This design comes from an exercise in tuning for small area on the open sky130 flow, not from production work. Function not checked in this run: the RTL went through the layout flow alone. Power and IR drop assume default switching activity.

$ cat design/flow/design.v
module dnet_hdr_encoder (
    input  wire [4:0]   addr_len,     
    input  wire [127:0] addr_chars,   
    input  wire [15:0]  size,
    input  wire [3:0]   client_id,
    input  wire         op_write,     
    output reg  [3:0]   err,          
    output reg  [135:0] hdr           
);
    localparam [7:0] SOH = 8'h01;
    localparam [7:0] ETB = 8'h17;
    localparam [3:0] E_NONE        = 4'd0;
    localparam [3:0] E_UNKNOWN_MEM = 4'd3;
    localparam [3:0] E_INVALID_ADR = 4'd4;
    function [7:0] hexchar;
        input [3:0] n;
        begin
            if (n < 4'd10) hexchar = 8'h30 + {4'd0, n};
            else           hexchar = 8'h41 + {4'd0, n} - 8'd10;
        end
    endfunction
    reg       mt_hit;
    reg [3:0] mt_code;
    always @* begin
        mt_hit  = 1'b1;
        mt_code = 4'd0;
        case (addr_chars[7:0])
            8'h56: mt_code = 4'd1;
            8'h58: mt_code = 4'd2;
            8'h59: mt_code = 4'd3;
            8'h43: mt_code = 4'd4;
            default: mt_hit = 1'b0;
        endcase
    end
    reg  [47:0] value;
    reg         bad_digit;
    reg  [7:0]  ch;
    integer     k;
    always @* begin
        value     = 48'd0;
        bad_digit = 1'b0;
        ch        = 8'd0;
        for (k = 1; k < 16; k = k + 1) begin
            if (k < addr_len) begin
                ch = addr_chars[8*k +: 8];
                if (ch < 8'h30 || ch > 8'h37)
                    bad_digit = 1'b1;
                value = {value[44:0], ch[2:0]};
            end
        end
    end
    wire [15:0] a16 = value[15:0];
    wire [3:0]  op  = op_write ? 4'h8 : 4'h0;
    reg [7:0] csum;
    integer   j;
    always @* begin
        if (addr_len == 5'd0 || !mt_hit)
            err = E_UNKNOWN_MEM;
        else if (addr_len == 5'd1 || bad_digit || value[47:16] != 32'd0)
            err = E_INVALID_ADR;
        else
            err = E_NONE;
        hdr[8*0  +: 8] = SOH;
        hdr[8*1  +: 8] = hexchar(4'd0);
        hdr[8*2  +: 8] = hexchar(client_id);
        hdr[8*3  +: 8] = hexchar(op);
        hdr[8*4  +: 8] = hexchar(mt_code);
        hdr[8*5  +: 8] = hexchar(a16[15:12]);
        hdr[8*6  +: 8] = hexchar(a16[11:8]);
        hdr[8*7  +: 8] = hexchar(a16[7:4]);
        hdr[8*8  +: 8] = hexchar(a16[3:0]);
        hdr[8*9  +: 8] = hexchar(size[15:12]);
        hdr[8*10 +: 8] = hexchar(size[11:8]);
        hdr[8*11 +: 8] = hexchar(size[7:4]);
        hdr[8*12 +: 8] = hexchar(size[3:0]);
        hdr[8*13 +: 8] = hexchar(4'd0);
        hdr[8*14 +: 8] = hexchar(4'd0);
        hdr[8*15 +: 8] = ETB;
        csum = 8'h00;
        for (j = 1; j <= 15; j = j + 1)
            csum = csum ^ hdr[8*j +: 8];
        hdr[8*16 +: 8] = csum;
    end
endmodule
module dnet_master #(
    parameter PL_DEPTH = 32             
) (
    input  wire        clk,
    input  wire        rst,
    input  wire [3:0]  cfg_client_id,   
    input  wire        cfg_strict,      
    input  wire        cfg_csum_span,   
    input  wire [7:0]  reg_idx,
    input  wire [15:0] reg_wdata,
    input  wire        reg_wr,
    input  wire        reg_rd,
    output reg  [15:0] reg_rdata,
    output wire        tx_valid,
    output reg  [7:0]  tx_byte,
    input  wire        tx_ready,
    input  wire        rx_valid,
    input  wire [7:0]  rx_byte,
    output wire        rx_ready,
    input  wire        rx_timeout,
    output wire        done
);
    localparam [7:0] STX = 8'h02;
    localparam [7:0] ETX = 8'h03;
    localparam [7:0] EOT = 8'h04;
    localparam [7:0] ENQ = 8'h05;
    localparam [7:0] ACK = 8'h06;
    localparam [3:0] PH_IDLE    = 4'd0;
    localparam [3:0] PH_ENQ_TX  = 4'd1;
    localparam [3:0] PH_ENQ_RX  = 4'd2;
    localparam [3:0] PH_HDR_TX  = 4'd3;
    localparam [3:0] PH_ACK_RX  = 4'd4;
    localparam [3:0] PH_RESP_RX = 4'd5;
    localparam [3:0] PH_ACK_TX  = 4'd6;
    localparam [3:0] PH_EOT_RX  = 4'd7;
    localparam [3:0] PH_EOT_TX  = 4'd8;
    localparam [3:0] PH_LINK    = 4'd9;
    localparam [3:0] PH_CLOSED  = 4'd10;
    localparam [3:0] C_CSUM_CLEAR = 4'h1;
    localparam [3:0] C_CSUM_FOLD  = 4'h2;
    localparam [3:0] C_HDR_RD     = 4'h3;
    localparam [3:0] C_HDR_WR     = 4'h4;
    localparam [3:0] C_TEST_CONN  = 4'h5;
    localparam [3:0] C_READ_VALUE = 4'h6;
    localparam [3:0] E_NONE       = 4'd0;
    localparam [3:0] E_HANDSHAKE  = 4'd1;
    localparam [3:0] E_TIMEOUT    = 4'd2;
    localparam [3:0] E_SHORT_READ = 4'd6;
    localparam [3:0] E_REQ_REJ    = 4'd7;
    localparam [3:0] E_NOT_CLOSED = 4'd8;
    localparam [3:0] E_BAD_FRAME  = 4'd9;
    reg  [3:0]   client_id;
    reg          strict;
    reg          csum_span;
    reg  [7:0]   csum;
    reg  [15:0]  size;
    reg  [4:0]   addr_len;
    reg  [127:0] addr_chars;
    reg  [15:0]  pl_ptr;
    reg  [3:0]   phase;
    reg          opk;
    reg  [16:0]  idx;
    reg          done_r;
    reg  [3:0]   err;
    reg          hosterr;
    reg  [135:0] hdr;
    reg          hdr_valid;
    reg  [23:0]  echo;
    reg  [8*PL_DEPTH-1:0] payload;
    reg  [15:0]  pl_len;
    reg  [7:0]   resp_stx;
    reg  [7:0]   resp_etx;
    reg  [7:0]   resp_ck;
    reg  [7:0]   rcsum;
    reg          stx_ok;
    reg          etx_ok;
    reg          csum_ok;
    wire busy = (phase >= PH_ENQ_TX) && (phase <= PH_EOT_TX);
    assign tx_valid = (phase == PH_ENQ_TX) || (phase == PH_HDR_TX) ||
                      (phase == PH_ACK_TX) || (phase == PH_EOT_TX);
    assign rx_ready = (phase == PH_ENQ_RX) || (phase == PH_ACK_RX) ||
                      (phase == PH_RESP_RX) || (phase == PH_EOT_RX);
    assign done     = done_r;
    wire [7:0] id_byte = 8'h20 + {4'd0, client_id};
    wire [3:0] cmd_code = reg_wdata[3:0];
    wire [3:0] cmd_rsv  = reg_wdata[7:4];
    wire [7:0] cmd_opnd = reg_wdata[15:8];
    wire cmd_ok = (cmd_code >= C_CSUM_CLEAR) && (cmd_code <= C_READ_VALUE) &&
                  (cmd_rsv == 4'd0) &&
                  ((cmd_code == C_CSUM_FOLD) || (cmd_opnd == 8'd0));
    wire [3:0]   enc_err;
    wire [135:0] enc_hdr;
    dnet_hdr_encoder u_enc (
        .addr_len   (addr_len),
        .addr_chars (addr_chars),
        .size       (size),
        .client_id  (client_id),
        .op_write   (!busy && cmd_code == C_HDR_WR),
        .err        (enc_err),
        .hdr        (enc_hdr)
    );
    wire tx_fire = tx_valid && tx_ready;
    wire rx_fire = rx_ready && rx_valid;
    wire rx_tmo  = rx_ready && !rx_valid && rx_timeout;
    wire [16:0] size_p1 = {1'b0, size} + 17'd1;
    wire [16:0] data_k  = idx - 17'd1;         
    always @(posedge clk) begin
        if (rst) begin
            client_id  <= cfg_client_id;
            strict     <= cfg_strict;
            csum_span  <= cfg_csum_span;
            csum       <= 8'd0;
            size       <= 16'd0;
            addr_len   <= 5'd0;
            addr_chars <= 128'd0;
            pl_ptr     <= 16'd0;
            phase      <= PH_IDLE;
            opk        <= 1'b0;
            idx        <= 17'd0;
            done_r     <= 1'b0;
            err        <= E_NONE;
            hosterr    <= 1'b0;
            hdr        <= 136'd0;
            hdr_valid  <= 1'b0;
            echo       <= 24'd0;
            pl_len     <= 16'd0;
            resp_stx   <= 8'd0;
            resp_etx   <= 8'd0;
            resp_ck    <= 8'd0;
            rcsum      <= 8'd0;
            stx_ok     <= 1'b0;
            etx_ok     <= 1'b0;
            csum_ok    <= 1'b0;
        end else begin
            if (reg_wr) begin
                if (busy) begin
                    hosterr <= 1'b1;
                end else begin
                    case (reg_idx)
                        8'h00: begin
                            if (cmd_ok) begin
                                hosterr <= 1'b0;
                                done_r  <= 1'b0;
                                err     <= E_NONE;
                                case (cmd_code)
                                    C_CSUM_CLEAR: begin
                                        csum   <= 8'd0;
                                        done_r <= 1'b1;
                                    end
                                    C_CSUM_FOLD: begin
                                        csum   <= csum ^ cmd_opnd;
                                        done_r <= 1'b1;
                                    end
                                    C_HDR_RD, C_HDR_WR: begin
                                        hdr_valid <= 1'b0;
                                        done_r    <= 1'b1;
                                        if (enc_err != E_NONE) begin
                                            err <= enc_err;
                                        end else begin
                                            hdr       <= enc_hdr;
                                            hdr_valid <= 1'b1;
                                        end
                                    end
                                    C_TEST_CONN: begin
                                        opk   <= 1'b0;
                                        echo  <= 24'd0;
                                        idx   <= 17'd0;
                                        phase <= PH_ENQ_TX;
                                    end
                                    default: begin  
                                        opk       <= 1'b1;
                                        echo      <= 24'd0;
                                        hdr_valid <= 1'b0;
                                        pl_len    <= 16'd0;
                                        resp_stx  <= 8'd0;
                                        resp_etx  <= 8'd0;
                                        resp_ck   <= 8'd0;
                                        rcsum     <= 8'd0;
                                        stx_ok    <= 1'b0;
                                        etx_ok    <= 1'b0;
                                        csum_ok   <= 1'b0;
                                        idx       <= 17'd0;
                                        phase     <= PH_ENQ_TX;
                                    end
                                endcase
                            end else begin
                                hosterr <= 1'b1;
                            end
                        end
                        8'h04: size <= reg_wdata;
                        8'h05: begin
                            if (reg_wdata <= 16'd16) addr_len <= reg_wdata[4:0];
                            else                     hosterr  <= 1'b1;
                        end
                        8'h06: pl_ptr <= reg_wdata;
                        8'h10, 8'h11, 8'h12, 8'h13, 8'h14, 8'h15, 8'h16, 8'h17,
                        8'h18, 8'h19, 8'h1A, 8'h1B, 8'h1C, 8'h1D, 8'h1E, 8'h1F: begin
                            if (reg_wdata[15:8] == 8'd0)
                                addr_chars[8*reg_idx[3:0] +: 8] <= reg_wdata[7:0];
                            else
                                hosterr <= 1'b1;
                        end
                        default: hosterr <= 1'b1;
                    endcase
                end
            end
            if (tx_fire) begin
                case (phase)
                    PH_ENQ_TX: begin
                        if (idx < 17'd2) idx <= idx + 17'd1;
                        else begin
                            idx   <= 17'd0;
                            phase <= PH_ENQ_RX;
                        end
                    end
                    PH_HDR_TX: begin
                        if (idx < 17'd16) idx <= idx + 17'd1;
                        else begin
                            idx   <= 17'd0;
                            phase <= PH_ACK_RX;
                        end
                    end
                    PH_ACK_TX: phase <= PH_EOT_RX;
                    default: begin  
                        phase  <= PH_CLOSED;
                        done_r <= 1'b1;
                    end
                endcase
            end
            if (rx_fire) begin
                case (phase)
                    PH_ENQ_RX: begin
                        echo[8*idx[1:0] +: 8] <= rx_byte;
                        if (idx < 17'd2) begin
                            idx <= idx + 17'd1;
                        end else if (echo[7:0] != 8'h4E || echo[15:8] != id_byte ||
                                     rx_byte != ACK) begin
                            err    <= E_HANDSHAKE;
                            done_r <= 1'b1;
                            phase  <= PH_IDLE;
                        end else if (!opk) begin
                            phase  <= PH_LINK;
                            done_r <= 1'b1;
                        end else if (enc_err != E_NONE) begin
                            err    <= enc_err;
                            done_r <= 1'b1;
                            phase  <= PH_IDLE;
                        end else begin
                            hdr       <= enc_hdr;
                            hdr_valid <= 1'b1;
                            idx       <= 17'd0;
                            phase     <= PH_HDR_TX;
                        end
                    end
                    PH_ACK_RX: begin
                        if (rx_byte == ACK) begin
                            idx   <= 17'd0;
                            phase <= PH_RESP_RX;
                        end else begin
                            err    <= E_REQ_REJ;
                            done_r <= 1'b1;
                            phase  <= PH_IDLE;
                        end
                    end
                    PH_RESP_RX: begin
                        if (idx == 17'd0) begin
                            resp_stx <= rx_byte;
                            idx      <= 17'd1;
                        end else if (idx <= {1'b0, size}) begin
                            if (data_k < PL_DEPTH)
                                payload[8*data_k +: 8] <= rx_byte;
                            pl_len <= idx[15:0];
                            rcsum  <= rcsum ^ rx_byte;
                            idx    <= idx + 17'd1;
                        end else if (idx == size_p1) begin
                            resp_etx <= rx_byte;
                            if (csum_span) rcsum <= rcsum ^ rx_byte;
                            idx <= idx + 17'd1;
                        end else begin
                            resp_ck <= rx_byte;
                            stx_ok  <= (resp_stx == STX);
                            etx_ok  <= (resp_etx == ETX);
                            csum_ok <= (rcsum == rx_byte);
                            if (strict && !(resp_stx == STX && resp_etx == ETX &&
                                            rcsum == rx_byte)) begin
                                err    <= E_BAD_FRAME;
                                done_r <= 1'b1;
                                phase  <= PH_IDLE;
                            end else begin
                                idx   <= 17'd0;
                                phase <= PH_ACK_TX;
                            end
                        end
                    end
                    default: begin  
                        if (rx_byte == EOT) begin
                            phase <= PH_EOT_TX;
                        end else begin
                            err    <= E_NOT_CLOSED;
                            done_r <= 1'b1;
                            phase  <= PH_IDLE;
                        end
                    end
                endcase
            end else if (rx_tmo) begin
                err    <= (phase == PH_RESP_RX) ? E_SHORT_READ : E_TIMEOUT;
                done_r <= 1'b1;
                phase  <= PH_IDLE;
            end
        end
    end
    always @* begin
        case (phase)
            PH_ENQ_TX: begin
                case (idx[1:0])
                    2'd0:    tx_byte = 8'h4E;
                    2'd1:    tx_byte = id_byte;
                    default: tx_byte = ENQ;
                endcase
            end
            PH_HDR_TX: tx_byte = hdr[8*idx[4:0] +: 8];
            PH_ACK_TX: tx_byte = ACK;
            PH_EOT_TX: tx_byte = EOT;
            default:   tx_byte = 8'h00;
        endcase
    end
    wire [15:0] status = {1'b0, csum_ok, etx_ok, stx_ok, phase, err,
                          hdr_valid, hosterr, done_r, busy};
    wire [15:0] config_r = {10'd0, csum_span, strict, client_id};
    wire [7:0]  pl_byte = (pl_ptr < pl_len && pl_ptr < PL_DEPTH) ?
                          payload[8*pl_ptr[$clog2(PL_DEPTH)-1:0] +: 8] : 8'h00;
    always @* begin
        reg_rdata = 16'h0000;
        case (reg_idx)
            8'h01: reg_rdata = status;
            8'h02: reg_rdata = config_r;
            8'h03: reg_rdata = {8'd0, csum};
            8'h04: reg_rdata = size;
            8'h05: reg_rdata = {11'd0, addr_len};
            8'h06: reg_rdata = pl_ptr;
            8'h07: reg_rdata = {8'd0, pl_byte};
            8'h08: reg_rdata = pl_len;
            8'h09: reg_rdata = {8'd0, resp_stx};
            8'h0A: reg_rdata = {8'd0, resp_etx};
            8'h0B: reg_rdata = {8'd0, resp_ck};
            8'h0C: reg_rdata = {8'd0, rcsum};
            8'h0D: reg_rdata = {8'd0, echo[7:0]};
            8'h0E: reg_rdata = {8'd0, echo[15:8]};
            8'h0F: reg_rdata = {8'd0, echo[23:16]};
            default: begin
                if (reg_idx >= 8'h10 && reg_idx <= 8'h1F)
                    reg_rdata = {8'd0, addr_chars[8*reg_idx[3:0] +: 8]};
                else if (reg_idx >= 8'h20 && reg_idx <= 8'h30)
                    reg_rdata = {8'd0, hdr[8*(reg_idx - 8'h20) +: 8]};
            end
        endcase
    end
endmodule
$ cat design/flow/run.sh
#!/bin/bash
# synth_recipe.tcl (not shown) runs the flow's synth.tcl, then flattens the netlist and writes it again
# the make line also repeats each setting of config.mk as NAME=value (left out here)
make -C /OpenROAD-flow-scripts/flow DESIGN_CONFIG=/design/flow/config.mk WORK_HOME=/design/flow/orfs CLKGATE_MAP_FILE= SYNTH_SCRIPT=/design/flow/synth_recipe.tcl finish
$ cat design/flow/config.mk
export PLATFORM = sky130hd
export DESIGN_NAME = dnet_master
export DESIGN_NICKNAME = dnet_master
export VERILOG_FILES = /design/flow/design.v
export SDC_FILE = /design/flow/constraint.sdc
export NUM_CORES = 4
export LEC_CHECK = 0
export CAP_MARGIN = 20
export CORE_MARGIN = 2
export CORE_UTILIZATION = 40
export SLEW_MARGIN = 20
$ cat design/flow/constraint.sdc
create_clock -name core_clock -period 10.0 [get_ports {clk}]
set_input_delay 2.0000 -clock core_clock [delete_from_list [all_inputs] [get_ports {clk}]]
set_output_delay 2.0000 -clock core_clock [all_outputs]
set_load 0.01 [all_outputs]
==> notes.md <==
[final timing paths]
kind / endpoint / slack (ns) / depth (start not counted)
setup / recovery: reg_rdata[1] / 1.41 / 10
hold / removal: resp_ck[4] / 0.47 / 2
setup reg to reg: hdr[134] / 3.09 / 14
hold reg to reg: resp_ck[4] / 0.47 / 2
[flip-flops by register name (all words and copies together), names as in the netlist, 4 cells and up]
name / count
payload: 256
size: 16
addr_len: 5
phase: 4
resp_ck: 8
resp_etx: 8
csum: 8
hdr: 136
pl_ptr: 16
addr_chars: 128
pl_len: 16
idx: 17
rcsum: 8
resp_stx: 8
echo: 24
err: 4
client_id: 4
[cell usage after synthesis (all sizes together), types with 9 or more instances]
cell type  count  area [um^2]
a211o         10         87.6
a211oi        53          488
a21o          29          218
a21oi        210         1050
a221oi        20          175
a222oi        19          190
a22o          30          263
a22oi         97          728
a311oi        15          131
a31oi         41          257
a32oi         72          631
and2          32          200
and3          88          551
buf           84          420
clkbuf       268         1010
dfxtp        413         8270
edfxtp       262         7870
ha            56          701
inv           76          285
mux2         271         3050
mux2i         82          821
mux4         199         4480
nand2        292         1100
nand2b        26          163
nand3        113          613
nand3b        13         97.6
nand4         32          200
nor2         461         1860
nor2b         30          188
nor3          77          410
nor3b         16          125
nor4          45          324
nor4b          9          106
o211ai        16          120
o21a          15          113
o21ai        110          551
o22ai         20          125
o31a           9         78.8
o31ai         11         82.6
or2           18          113
or3            9         56.3
xnor2         77          674
xor2          39          342
[cells by family after synthesis]
group / share of synthesized area
simple gates: 0.160
buf+inv: 0.0420
fa+ha+maj: 0.0172
flops: 0.396
xor+xnor: 0.0260
mux: 0.205
compound gates: 0.154
[worst min-delay path: cells and delay by family (launching register included)]
kind | cells | cell delay, ns
simple gates | 1 | 0.06
flops | 1 | 0.31
compound gates | 1 | 0.06
[report_power, final]
part,total [mW],switching (mW),internal [mW]
Combinational,0.217,0.155,0.0617
Sequential,2.85,0.00842,2.84
Clock,3.04,1.26,1.78
[stage by stage]
step / power, mW / cell area (um^2) / setup WS (ns) / util / hold slack [ns]
6_report: 6.10 / 45300 / 1.41 / 0.446 / 0.471
3_5_place_dp: 3.12 / 42500 / 1.48 / 0.419 / 0.461
2_1_floorplan: 3.02 / 40800 / 0.198 / - / 0.437
4_1_cts: 6.13 / 45300 / 1.47 / 0.446 / 0.470
5_1_grt: 6.26 / 45300 / 1.04 / 0.446 / 0.490
3_3_place_gp: 3.12 / 42500 / 1.50 / 0.419 / 0.456
[per-layer routing]
metal	vias to the layer above	track usage	wire length (um)
li1	15053	-	-
met1	17049	0.379	61200
met2	1805	0.392	61700
met3	270	0.0526	13300
met4	8	0.0882	4950
met5	-	0	50
[cell usage in the layout (no fill, tap or decap), types with 77 or more instances in the layout]
cell	count
clkbuf_16	79
a21oi_1	208
nor2_1	430
nand3_1	108
edfxtp_1	262
buf_4	92
o21ai_0	101
xnor2_1	77
mux4_2	199
a22oi_1	97
nand2_1	292
and3_1	87
mux2i_1	82
mux2_2	257
dfxtp_1	405
[layout make-up]
class | instances | area (um^2) | area share
well taps | 1368 | 1710 | 0.0378
multi-input cells | 2913 | 23000 | 0.507
flip-flops and latches | 675 | 16200 | 0.357
clock buffers | 105 | 2160 | 0.0478
inverters | 76 | 285 | 0.00630
diodes | 3 | 7.51 | 0.000166
repair buffers | 161 | 1390 | 0.0306
clock inverters | 40 | 588 | 0.0130
==> metrics.cfg <==
[outcome]
outcome = timing/DRC/antenna clean

[cts]
postCtsSetupRepairBufs = 0
cts_tree = done
cts.sinks = 675
clock_path_buffers = 3
post_cts_resized = 0
clk_pin_slew_worst_paths_ns = 0.06
cts_htree_levels = 3
cts_made_buffers = 78
clk_latency_ns = 0.67
hold_buffers = 0
root_buffer = clkbuf_16

[route]
post_drt_wl_per_cell_um = 26.4
via_per_inst = 6.40
routed_wl_um = 141000
via_count = 34185
ant_nets = 0
first_pass_iters = 6
drc = 0
drtIter0Drc = 4448

[sta]
rsz0062_at_grt = false
final.setup_skew_ns = 0.0526
slew_viol_final = 0
period_minus_slack_ns = 8.59
finalCritPeriodShare = 0.859
relSlewSlack = 0.220
final-hold-violation-count = 0
fmax_ghz = 0.116
tns_ns = 0
setup_violations = 0
worstMarginPinSlew_ns = 1.16

[worst_setup_path]
cp_slowest_cell = clkdlybuf4s50_1
critPathBufInv = 3
slowest_delay_ns = 0.68
cp_max_fo = 20
r2r_start = addr_len[0]
cp.required_ns = 8.00
worstSetupPathType = input port to primary output
cp_top_family = buffers and inverters
crit_start = reg_idx[3]
end_kind = primary output
arrival_ns = 6.59
cp-start-kind = input port
path_cells = clkdlybuf4s50_1 -> inv_2 -> nand2_1 -> nor2_1 -> and2_1 -> nor4_1 -> nand2_1 -> a311oi_1 -> a31oi_1 -> clkdlybuf4s50_1

[synthesis]
yosys_warnings = 2
syn_avg_cell_area_um2 = 10.2
seq_area_frac_synth = 0.396
ys_ff_latch = 675
synth_cell_types = 112
syn_area_mm2 = 0.0408
synth_edf_count = 262
yosys_most_used_dff = dfxtp_1
syn_inst = 4016
syn_nets = 4117
async_flop_share = 0

[die]
die_width_um = 323
placementRows = 117
start_util = 0.402
core_mm2 = 0.101
die_y_um = 323
boundaryPins = 72
die_area_mm2 = 0.105

[global_routing]
first_global_vias = 31602
grt_use_total = 0.263
grt_pass1_wl_um = 210000
antenna_found_initial = 5
grt_start_max_net_pins = 136
grt.overflow.total = 0

[worst_hold_path]
hp-start = resp_ck[4]
worstHoldPathType = flop to flop

[layout]
fill_cells = 9568
final_cells = 5341
syn2layout_area_growth_pct = 11.0
layout-drive-gt1-share = 0.200
final_nets = 4006

[power_and_ir_drop]
power_density_mw_per_mm2 = 135
leakage_nw = 13.5
vdd_drop_max_mv = 0.154

[placement]
gp_congestion = 0.972
dp.cells = 5193
io_buffers = 70
dp_hpwl_um = 97600

[flow_run]
drv_cap = 0

==> static timing again, ports no longer ideal <==
How much do the figures lean on ideal ports? The routed layout below was timed once more, with nothing changed but the port constraints. Step 1 (the two cells are an assumption about what drives the block):
set clk [get_ports {clk}]
set_driving_cell -lib_cell sky130_fd_sc_hd__clkbuf_16 $clk
set_driving_cell -lib_cell sky130_fd_sc_hd__buf_2 [delete_from_list [all_inputs] $clk]
Step 2 also shifts input and output timing later by t, the mid clock arrival at the registers, as if the neighbouring blocks saw the same clock. a / b / c = ideal ports / drivers / drivers and shift; a / b = the first two.
t (ns): 0.718
slack for setup (ns): 1.412 / 1.336 / 1.336
worst setup path at the end: input to output
pins driven straight from the clock port: 1
After both steps this run still meets setup and hold. The setup slack of this run moves by -0.076 ns with the drivers and by -0.076 ns with both steps.
